What follows belongs to an exercise in optimizing a design on an open flow for small area, a short achievable clock period and few clock cycles; a production flow would make more cautious choices.
In this exercise RTL edits were held to simulation tests only and were not proved equivalent to the original.

==> try-raven: inputs <==
==> flow/design.v (excerpt) <==
module toy_lic_tce (
    input  wire        clk,
    input  wire        rst,           
    input  wire        lic_ready,     
    input  wire        cmd_valid,
    output wire        cmd_ready,
    input  wire [31:0] cmd_word,
    input  wire [31:0] cmd_arg,
    output reg         done,
    output reg  [3:0]  status,
    output reg  [31:0] res,
    output reg         fault,
    output reg  [1:0]  cal_state,
    output wire        bus_req,
    output wire        bus_we,
    output wire [1:0]  bus_space,
    output wire [15:0] bus_addr,
    output wire [31:0] bus_wdata,
    input  wire        bus_ack,
    input  wire [31:0] bus_rdata
);
    localparam integer D  = 3;               
    localparam integer ND = (32 + D - 1) / D;
    localparam [1:0] SP_MMIO = 2'd0, SP_PORT = 2'd1, SP_LOG = 2'd2;
    localparam [3:0] ST_OK = 4'd0, ST_ILLEGAL = 4'd1, ST_NOT_READY = 4'd2,
                     ST_UNCAL = 4'd3, ST_SEQ = 4'd4, ST_CAL_FAILED = 4'd5,
                     ST_RANGE = 4'd6;
    localparam [1:0] UNCAL = 2'd0, CAL_OK = 2'd1, CAL_FAILED = 2'd2;
    localparam [4:0]
        S_IDLE  = 5'd0,
        S_C_LVT = 5'd1,  S_C_TDCR = 5'd2,  S_C_TICR = 5'd3,  S_C_RDSC = 5'd4,
        S_C_WRSC = 5'd5, S_C_MODE = 5'd6,  S_C_CNTLO = 5'd7, S_C_CNTHI = 5'd8,
        S_C_POLL = 5'd9, S_C_RDCUR = 5'd10, S_C_DIV = 5'd11, S_C_STOP = 5'd12,
        S_C_RDSC2 = 5'd13, S_C_WRSC2 = 5'd14, S_C_LOG = 5'd15,
        S_T_STOP = 5'd16, S_T_WSEL = 5'd17, S_T_SEL = 5'd18, S_T_LVT = 5'd19,
        S_T_WCNT = 5'd20, S_T_TICR = 5'd21, S_P_STOP = 5'd22;
    reg [4:0]  state;
    reg        rdy;
    reg        b_req, b_we;
    reg [1:0]  b_space;
    reg [9:0]  b_addr;
  ...
==> flow/config.mk <==
export PLATFORM = sky130hd
export DESIGN_NAME = toy_lic_tce
export DESIGN_NICKNAME = toy_lic_tce
export VERILOG_FILES = /design/flow/design.v
export SDC_FILE = /design/flow/constraint.sdc
export NUM_CORES = 4
export LEC_CHECK = 0
export CAP_MARGIN = 20
export CORE_MARGIN = 2
export CORE_UTILIZATION = 40
export SLEW_MARGIN = 20
export TNS_END_PERCENT = 5
==> flow/constraint.sdc <==
create_clock -name core_clock -period 60.0 [get_ports {clk}]
set_input_delay 12.0000 -clock core_clock [delete_from_list [all_inputs] [get_ports {clk}]]
set_output_delay 12.0000 -clock core_clock [all_outputs]
set_load 0.01 [all_outputs]
standard.sh (not shown) runs the stock make flow with config.mk's settings and CLKGATE_MAP_FILE= SYNTH_SCRIPT=/design/flow/synth_recipe.tcl, a recipe that flattens the netlist after the stock synthesis.
==> flow/flow/run.sh <==
#!/bin/bash
# Own layout flow: the standard ORFS flow (standard.sh), with the ports
# buffered by buf_1 cells instead of the default delay buffers, and the
# timing repair after CTS and global routing aimed at a setup slack margin
# (the clock period and constraints are the design's; only the repair
# effort changes). Each tool's full output goes to a log in this folder.
set -euo pipefail
MARGIN=46.3
bash standard.sh "SETUP_SLACK_MARGIN=$MARGIN" \
    "BUFFER_PORTS_ARGS=-buffer_cell sky130_fd_sc_hd__buf_1" finish > standard_finish.log 2>&1
==> inputs of try-amber, as changes to try-raven <==
--- a/flow/design.v
+++ b/flow/design.v
@@ -14,17 +14,17 @@
     output wire        bus_req,
     output wire        bus_we,
     output wire [1:0]  bus_space,
     output wire [15:0] bus_addr,
     output wire [31:0] bus_wdata,
     input  wire        bus_ack,
     input  wire [31:0] bus_rdata
 );
-    localparam integer D  = 3;               
+    localparam integer D  = 4;               
     localparam integer ND = (32 + D - 1) / D;
     localparam [1:0] SP_MMIO = 2'd0, SP_PORT = 2'd1, SP_LOG = 2'd2;
     localparam [3:0] ST_OK = 4'd0, ST_ILLEGAL = 4'd1, ST_NOT_READY = 4'd2,
                      ST_UNCAL = 4'd3, ST_SEQ = 4'd4, ST_CAL_FAILED = 4'd5,
                      ST_RANGE = 4'd6;
     localparam [1:0] UNCAL = 2'd0, CAL_OK = 2'd1, CAL_FAILED = 2'd2;
     localparam [4:0]
         S_IDLE  = 5'd0,
@@ -45,37 +45,31 @@
     reg        zr;                   
     reg [31:0] iv;           
     reg        periodic;
     reg [25:0] tq;           
     reg [6:0]  tr;           
     reg [41:0] acc;          
     reg        ovf;          
     reg [6:0]  rem;
-    reg [3:0]  dig;          
+    reg [2:0]  dig;          
     reg        first;        
     reg        fin;          
     assign cmd_ready = rdy;
     assign bus_req   = b_req;
     assign bus_we    = b_we;
     assign bus_space = b_space;
     assign bus_addr  = {6'd0, b_addr};
     assign bus_wdata = ({32{w_iv}} & iv) |
                        ({32{w_cnt}} & {acc[34:4], acc[3] | zr}) |
                        ({32{w_c}} & {14'd0, cw17, 9'd0, cw});
-    wire mid_z    = ~|cmd_word[27:1];
-    wire top9     = (cmd_word[31:28] == 4'h9);
-    wire topA     = (cmd_word[31:28] == 4'hA);
-    wire topB     = (cmd_word[31:28] == 4'hB);
-    wire is_cal   = mid_z & top9 & ~cmd_word[0];
-    wire is_start = mid_z & topA;
-    wire legal    = mid_z & (topA | ((top9 | topB) & ~cmd_word[0]));
-    wire go_ok    = mid_z & lic_ready &
-                    ((topA & (cal_state == CAL_OK)) | (topB & ~cmd_word[0]) |
-                     (top9 & ~cmd_word[0] & (cal_state == UNCAL)));
+    wire is_cal   = (cmd_word == 32'h9000_0000);
+    wire is_start = (cmd_word[31:1] == 31'h5000_0000);    
+    wire is_stop  = (cmd_word == 32'hB000_0000);
+    wire legal    = is_cal | is_start | is_stop;
     reg [3:0] refuse_code;
     always @(*) begin
         if (!legal)                            refuse_code = ST_ILLEGAL;
         else if (!lic_ready)                   refuse_code = ST_NOT_READY;
         else if (is_cal && cal_state != UNCAL) refuse_code = ST_SEQ;
         else if (is_start && cal_state != CAL_OK) refuse_code = ST_UNCAL;
         else                                   refuse_code = ST_OK;
     end
@@ -83,57 +77,62 @@
         input [31:0] v;
         integer n;
         begin
             nbits = 6'd0;
             for (n = 0; n < 32; n = n + 1)
                 if (v[n]) nbits = n[5:0] + 6'd1;
         end
     endfunction
-    reg [3:0] lead;
-    wire [D*ND-1:0] argp = cmd_arg;
+    reg [2:0] lead;
     integer li;
     always @(*) begin
-        lead = 4'd0;
+        lead = 3'd0;
         for (li = 1; li < ND; li = li + 1)
-            if (argp[D*li +: D] != {D{1'b0}}) lead = li[3:0];
+            if (cmd_arg[D*li +: D] != {D{1'b0}}) lead = li[2:0];
     end
-    wire [5:0] n_iv  = (a[2] ? 6'd3 : a[1] ? 6'd2 : a[0] ? 6'd1 : 6'd0) + dig * 6'd3;
+    wire [5:0] n_iv  = (a[3] ? 6'd4 : a[2] ? 6'd3 : a[1] ? 6'd2 : a[0] ? 6'd1 : 6'd0) +
+                       {1'b0, dig, 2'b00};
     wire [5:0] n_res = nbits(res);
     wire [6:0] n_sum = {1'b0, n_iv} + {1'b0, n_res};
     reg        fit_r, big_r;
     wire       fit_sz = first ? (n_sum <= 7'd41) : fit_r;     
     wire       big_sz = first ? (n_sum >= 7'd51) : big_r;     
     wire        run  = ((state == S_T_STOP) | (state == S_T_WSEL) | (state == S_T_SEL) |
                         (state == S_T_LVT) | (state == S_T_WCNT) | (state == S_C_DIV)) & ~fin;
-    wire [3:0]  d    = dig;
-    wire [D*ND-1:0] ivp = iv;
-    wire [D-1:0] a   = ivp[D*d +: D];
-    wire        last = (d == 4'd0);
+    wire [2:0]  d    = dig;
+    wire [D-1:0] a   = iv[D*d +: D];
+    wire        last = (d == 3'd0);
     wire [D+7:0] x0 = {1'b0, rem, {D{1'b0}}} + tr * a;
-    wire [D:0]   q_e = x0[D+7:7];
-    wire [7:0]   r_e = {1'b0, x0[6:0]} + {q_e, 1'b0} + q_e;
-    wire         q_c = (r_e >= 8'd125);
-    wire [6:0]   rem_n = q_c ? r_e[6:0] + 7'd3 : r_e[6:0];
+    reg  [D:0]   qd;
+    integer qi;
+    always @(*) begin
+        qd = 0;
+        for (qi = 1; qi < 2 << D; qi = qi + 1)
+            if (x0 >= 125 * qi) qd = qi[D:0];
+    end
+    wire [6:0]   rem_n = x0[6:0] + {qd, 1'b0} + qd;
     localparam integer AW = 43 + D;
     wire [AW-1:0] pr [0:D+1];
     genvar gi;
     generate
         for (gi = 0; gi < D; gi = gi + 1) begin : pp_row
             assign pr[gi] = {{(AW-26){1'b0}}, tq & {26{a[gi]}}} << gi;
         end
     endgenerate
     assign pr[D]     = {1'b0, acc, {D{1'b0}}};
-    assign pr[D + 1] = {{(AW-D-1){1'b0}}, q_e};
+    assign pr[D + 1] = {{(AW-D-1){1'b0}}, qd};
     wire [AW-1:0] s1 = pr[0] ^ pr[1] ^ pr[2];
     wire [AW-1:0] c1 = ((pr[0] & pr[1]) | (pr[0] & pr[2]) | (pr[1] & pr[2])) << 1;
-    wire [AW-1:0] s2 = s1 ^ c1 ^ pr[3];
-    wire [AW-1:0] c2 = ((s1 & c1) | (s1 & pr[3]) | (c1 & pr[3])) << 1;
-    wire [AW-1:0] s4 = s2 ^ c2 ^ pr[4];
-    wire [AW-1:0] c4 = (((s2 & c2) | (s2 & pr[4]) | (c2 & pr[4])) << 1) | q_c;
+    wire [AW-1:0] s2 = pr[3] ^ pr[4] ^ pr[5];
+    wire [AW-1:0] c2 = ((pr[3] & pr[4]) | (pr[3] & pr[5]) | (pr[4] & pr[5])) << 1;
+    wire [AW-1:0] s3 = s1 ^ c1 ^ s2;
+    wire [AW-1:0] c3 = ((s1 & c1) | (s1 & s2) | (c1 & s2)) << 1;
+    wire [AW-1:0] s4 = s3 ^ c3 ^ c2;
+    wire [AW-1:0] c4 = ((s3 & c3) | (s3 & c2) | (c3 & c2)) << 1;
     reg  [AW-1:0] acc_sum, bk_g, bk_p;
     integer bl, bi;
     always @(*) begin
         bk_g = s4 & c4;
         bk_p = s4 ^ c4;
         for (bl = 0; (1 << bl) < AW; bl = bl + 1)                
             for (bi = (2 << bl) - 1; bi < AW; bi = bi + (2 << bl)) begin
                 bk_g[bi] = bk_g[bi] | (bk_p[bi] & bk_g[bi - (1 << bl)]);
@@ -162,26 +161,17 @@
                 3'd3: enc_of = 4'h2;
                 3'd4: enc_of = 4'h3;
                 3'd5: enc_of = 4'h8;
                 3'd6: enc_of = 4'h9;
                 default: enc_of = 4'hA;
             endcase
         end
     endfunction
-    wire        lastnow = run & last;
-    wire        rdy_f   = fin | lastnow;
-    wire [41:0] acc_f   = fin ? acc : acc_sum[41:0];
-    wire        ovf_f   = fin ? ovf : (ovf | (acc_sum[42+D:42] != 0));
-    wire [3:0]  sel_f;
-    assign sel_f[3] = ovf_f;
-    assign sel_f[2:0] = acc_f[41] ? 3'd7 : acc_f[40] ? 3'd6 : acc_f[39] ? 3'd5 :
-                        acc_f[38] ? 3'd4 : acc_f[37] ? 3'd3 : acc_f[36] ? 3'd2 :
-                        acc_f[35] ? 3'd1 : 3'd0;
-    wire        cnt_ok  = fin ? fits : (lastnow & fit_sz);
+    wire        cnt_ok = fin & fits;
     wire tzero = (res == 32'd0);
     reg [4:0] nx_state;
     reg       nx_req, nx_we, nx_fin;
     reg [1:0] nx_space;
     reg [9:0] nx_addr;
     reg [3:0] nx_status;
     always @(*) begin
         nx_state = state; nx_req = 1'b1; nx_we = 1'b1; nx_space = SP_MMIO; nx_addr = 10'h380;
@@ -190,34 +180,30 @@
             S_C_LVT:   begin nx_state = S_C_TDCR;  nx_addr = 10'h3E0; end
             S_C_TDCR:  begin nx_state = S_C_TICR;  nx_addr = 10'h380; end
             S_C_TICR:  begin nx_state = S_C_RDSC;  nx_we = 1'b0; nx_space = SP_PORT; nx_addr = 10'h061; end
             S_C_RDSC:  begin nx_state = S_C_WRSC;  nx_space = SP_PORT; nx_addr = 10'h061; end
             S_C_WRSC:  begin nx_state = S_C_MODE;  nx_space = SP_PORT; nx_addr = 10'h043; end
             S_C_MODE:  begin nx_state = S_C_CNTLO; nx_space = SP_PORT; nx_addr = 10'h042; end
             S_C_CNTLO: begin nx_state = S_C_CNTHI; nx_space = SP_PORT; nx_addr = 10'h042; end
             S_C_CNTHI: begin nx_state = S_C_POLL;  nx_we = 1'b0; nx_space = SP_PORT; nx_addr = 10'h061; end
-            S_C_POLL:  begin    
-                nx_we = 1'b0;
-                if (bus_rdata[5]) begin nx_state = S_C_RDCUR; nx_addr = 10'h390; end
-                else begin nx_space = SP_PORT; nx_addr = 10'h061; end
-            end
+            S_C_POLL:  begin nx_state = S_C_RDCUR; nx_we = 1'b0; nx_addr = 10'h390; end
             S_C_RDCUR: begin nx_state = S_C_DIV;   nx_req = 1'b0; end
             S_C_DIV:   begin nx_state = S_C_STOP;  nx_req = fin; end
             S_C_STOP:  begin nx_state = S_C_RDSC2; nx_we = 1'b0; nx_space = SP_PORT; nx_addr = 10'h061; end
             S_C_RDSC2: begin nx_state = S_C_WRSC2; nx_space = SP_PORT; nx_addr = 10'h061; end
             S_C_WRSC2: begin
                 if (tzero) begin nx_state = S_C_LOG; nx_space = SP_LOG; nx_addr = 10'd1; end
                 else begin nx_state = S_IDLE; nx_req = 1'b0; nx_fin = 1'b1; end
             end
             S_C_LOG:   begin nx_state = S_IDLE; nx_req = 1'b0; nx_fin = 1'b1; nx_status = ST_CAL_FAILED; end
             S_T_STOP, S_T_WSEL: begin
                 nx_state = S_T_SEL; nx_addr = 10'h3E0;
-                if (rdy_f) begin
-                    if (sel_f[3]) begin nx_space = SP_LOG; nx_addr = 10'd2; end
+                if (fin) begin
+                    if (sel_q[3]) begin nx_space = SP_LOG; nx_addr = 10'd2; end
                 end else if (big_sz) begin
                     nx_space = SP_LOG; nx_addr = 10'd2;
                 end else if (!fit_sz) begin
                     nx_state = S_T_WSEL; nx_req = 1'b0;
                 end
             end
             S_T_SEL: begin
                 if (b_space == SP_LOG) begin
@@ -228,40 +214,40 @@
             end
             S_T_LVT, S_T_WCNT: begin
                 nx_state = cnt_ok ? S_T_TICR : S_T_WCNT; nx_req = cnt_ok;
             end
             default: begin nx_state = S_IDLE; nx_req = 1'b0; nx_fin = 1'b1; end   
         endcase
     end
     wire ack  = b_req & bus_ack;
-    wire step = ack |
+    wire step = (ack & ~((state == S_C_POLL) & ~bus_rdata[5])) |
                 (~b_req & (state != S_IDLE) & nx_req);
-    wire [2:0] k_sel = rdy_f ? sel_f[2:0] : 3'd0;
+    wire [2:0] k_sel = fin ? sel_q[2:0] : 3'd0;
     always @(posedge clk) begin
         if (state == S_IDLE) begin
             iv       <= cmd_arg;
             periodic <= cmd_word[0];
-        end else begin
+        end else if (ack) begin
             case (state)
                 S_C_TDCR:  iv <= 32'hFFFF_FFFF;
                 S_C_RDSC:  iv <= {24'd0, (bus_rdata[7:0] & 8'hFD) | 8'h01};
                 S_C_RDCUR: iv <= ~bus_rdata;
                 S_C_RDSC2: iv <= {24'd0, bus_rdata[7:0] & 8'hFE};
                 default: ;
             endcase
         end
         if (state == S_IDLE || state == S_C_RDCUR) begin
             acc <= 42'd0; ovf <= 1'b0; rem <= 7'd0; first <= 1'b1; fin <= 1'b0;
-            dig <= (state == S_IDLE) ? lead : ND - 1;
+            dig <= (state == S_IDLE) ? lead : 3'd7;
         end else if (run) begin
             acc <= acc_sum[41:0];
             ovf <= ovf | (acc_sum[42+D:42] != 0);
             rem <= rem_n;
-            dig <= d - 4'd1;
+            dig <= d - 3'd1;
             first <= 1'b0;
             fin <= last;
             if (first) begin
                 fit_r <= (n_sum <= 7'd41);
                 big_r <= (n_sum >= 7'd51);
             end
         end else if (fin && !fits && state != S_T_WSEL && state != S_T_STOP) begin
             acc <= acc >> 1;         
@@ -285,17 +271,17 @@
                 S_C_RDSC2: w_iv <= 1'b1;
                 S_C_WRSC2: w_iv <= 1'b0;
                 S_T_STOP, S_T_WSEL: begin
                     if (nx_space == SP_LOG) w_iv <= 1'b1;
                     else if (nx_req) begin w_c <= 1'b1; cw <= {4'd0, enc_of(k_sel)}; end
                 end
                 S_T_SEL:   begin cw <= 8'h30; cw17 <= periodic; end
                 S_T_LVT, S_T_WCNT: begin
-                    w_c <= 1'b0; w_cnt <= 1'b1; zr <= (acc_f[34:3] == 32'd0);
+                    w_c <= 1'b0; w_cnt <= 1'b1; zr <= (acc[34:3] == 32'd0);
                 end
                 default: ;
             endcase
         end
         if (state == S_IDLE) begin
             b_we    <= 1'b1;
             b_space <= SP_MMIO;
             b_addr  <= cmd_word[29] ? 10'h380 : 10'h320;
@@ -312,31 +298,31 @@
             status    <= ST_OK;
             res       <= 32'd0;
             fault     <= 1'b0;
             cal_state <= UNCAL;
         end else if (state == S_IDLE) begin
             done <= 1'b0;
             if (cmd_valid) begin
                 status <= refuse_code;
-                if (!go_ok) begin
+                if (refuse_code != ST_OK) begin
                     fault <= 1'b1;
                     done  <= 1'b1;
                 end else begin
                     rdy   <= 1'b0;
                     b_req <= 1'b1;
                     state <= cmd_word[29] ? (cmd_word[28] ? S_P_STOP : S_T_STOP) : S_C_LVT;
                 end
             end
         end else begin
             done <= 1'b0;
-            if (state == S_C_RDCUR) res <= ~bus_rdata;
             if (step) begin
                 state  <= nx_state;
                 b_req  <= nx_req;
                 rdy    <= nx_fin;
                 done   <= nx_fin;
                 if (nx_fin) status <= nx_status;
+                if (state == S_C_RDCUR) res <= ~bus_rdata;
                 if (state == S_C_WRSC2) cal_state <= tzero ? CAL_FAILED : CAL_OK;
             end
         end
     end
 endmodule
==> flow/flow/run.sh (replaced) <==
#!/bin/bash
# Own layout flow: the standard ORFS flow (standard.sh), with the ports
# buffered by buf_2 cells instead of the default delay buffers, and the
# timing repair after CTS and global routing aimed at a setup slack margin
# (the clock period and constraints are the design's; only the repair
# effort changes). Each tool's full output goes to a log in this folder.
set -euo pipefail
MARGIN=47
bash standard.sh "SETUP_SLACK_MARGIN=$MARGIN" \
    "BUFFER_PORTS_ARGS=-buffer_cell sky130_fd_sc_hd__buf_2" finish > standard_finish.log 2>&1
--- a/flow/config.mk
+++ b/flow/config.mk
@@ -4,9 +4,8 @@
 export VERILOG_FILES = /design/flow/design.v
 export SDC_FILE = /design/flow/constraint.sdc
 export NUM_CORES = 4
 export LEC_CHECK = 0
 export CAP_MARGIN = 20
 export CORE_MARGIN = 2
 export CORE_UTILIZATION = 40
 export SLEW_MARGIN = 20
-export TNS_END_PERCENT = 5
==> inputs of try-fjord, as changes to try-raven <==
==> flow/config.mk (replaced) <==
export PLATFORM = sky130hd
export DESIGN_NAME = toy_lic_tce
export DESIGN_NICKNAME = toy_lic_tce
export VERILOG_FILES = /design/flow/design.v
export SDC_FILE = /design/flow/constraint.sdc
export NUM_CORES = 4
export LEC_CHECK = 0
export CAP_MARGIN = 20
export CORE_MARGIN = 2
export CORE_UTILIZATION = 40
export CTS_BUF_LIST = sky130_fd_sc_hd__clkbuf_8
export CTS_CLUSTER_SIZE = 12
export SLEW_MARGIN = 20
==> inputs of try-maple, as changes to try-raven <==
==> flow/config.mk (replaced) <==
export PLATFORM = sky130hd
export DESIGN_NAME = toy_lic_tce
export DESIGN_NICKNAME = toy_lic_tce
export VERILOG_FILES = /design/flow/design.v
export SDC_FILE = /design/flow/constraint.sdc
export NUM_CORES = 4
export LEC_CHECK = 0
export CAP_MARGIN = 20
export CORE_MARGIN = 2
export CORE_UTILIZATION = 40
export CTS_BUF_LIST = sky130_fd_sc_hd__clkbuf_8 sky130_fd_sc_hd__clkbuf_16
export SLEW_MARGIN = 20
==> flow_summary_export.csv <==
group,metric,value,unit
run_status,outcome,"timing/DRC/antenna clean",
global_routing,grt_max_degree,63,
synth,synth_seq_area_share,0.286,
finish,clock_cell_area_share,0.0359,
critical_path,r2r_cells,50,
global_routing,antenna_found_initial,1,
power_and_ir_drop,swShare,0.275,
sta,timing.slew.headroom,0.267,
-- figures above: try-maple

==> flow_summary_export.csv <==
group,metric,value,unit
critical_path,r2r_cells,50,
finish,clock_cell_area_share,0.0359,
power_and_ir_drop,swShare,0.274,
run_status,outcome,"timing/DRC/antenna clean",
global_routing,antenna_found_initial,1,
finish,largest_register,"acc",
power_and_ir_drop,intPower,0.202,mW
synth,synth_seq_area_share,0.286,
clock_network,cts_max_level,4,
global_routing,grt_max_degree,63,
-- figures above: try-raven

==> flow_summary_export.csv <==
group,metric,value,unit
global_routing,grt_max_degree,65,
synth,synth_seq_area_share,0.265,
finish,clock_cell_area_share,0.0350,
floorplanning,nWellTaps,525,
critical_path,end_kind,"output port",
critical_path,r2r_cells,39,
power_and_ir_drop,swShare,0.493,
sta,timing.slew.headroom,0.273,
run_status,outcome,"timing/DRC/antenna clean",
-- figures above: try-amber

==> flow_summary_export.csv <==
group,metric,value,unit
run_status,outcome,"timing/DRC/antenna clean",
global_routing,antenna_found_initial,1,
synth,synth_seq_area_share,0.286,
power_and_ir_drop,swShare,0.287,
sta,timing.slew.headroom,0.260,
critical_path,r2r_cells,50,
synth,syn_area,15100,um^2
-- figures above: try-fjord

Testbench counts of try-raven, summed over its fixed seeds: cycles 28,441.
Testbench counts of try-amber, summed over its fixed seeds: cycles 28,106.
Testbench counts of try-fjord, summed over its fixed seeds: cycles 28,441.
Testbench counts of try-maple, summed over its fixed seeds: cycles 28,441.

[port drivers added, routing unchanged]
The flow's constraints put no driver on any port. The routed layouts listed below were extracted and timed again, unchanged, in two steps.
Step 1 sets driving cells, clkbuf_16 on the clock port and buf_2 on the other inputs (assumed; they add their load-dependent delay and slew).
Step 2 moves the port delays by t, midway between the first and last clock arrival at a register: inputs arrive t later, outputs are due t later. That takes back most of the time a late clock gives input paths.
a / b / c = no drivers / after step 1 / after step 2; a / b = the first two.
| run | t (ns) | setup slack, ns | worst data-port slew with drivers (ns) |
|---|---|---|---|
| try-raven | 0.504 | 46.303 / 46.249 / 45.930 | 0.05 |
| try-amber | 0.509 | 46.445 / 46.389 / 46.305 | 0.04 |
| try-fjord | 0.536 | 46.274 / 46.224 / 45.943 | 0.05 |
| try-maple | 0.506 | 46.323 / 46.270 / 45.942 | 0.05 |
After both steps setup and hold are still met in every run listed. For try-maple, which loses most, drivers alone change the setup slack by -0.053 ns; drivers and shift together by -0.381 ns.
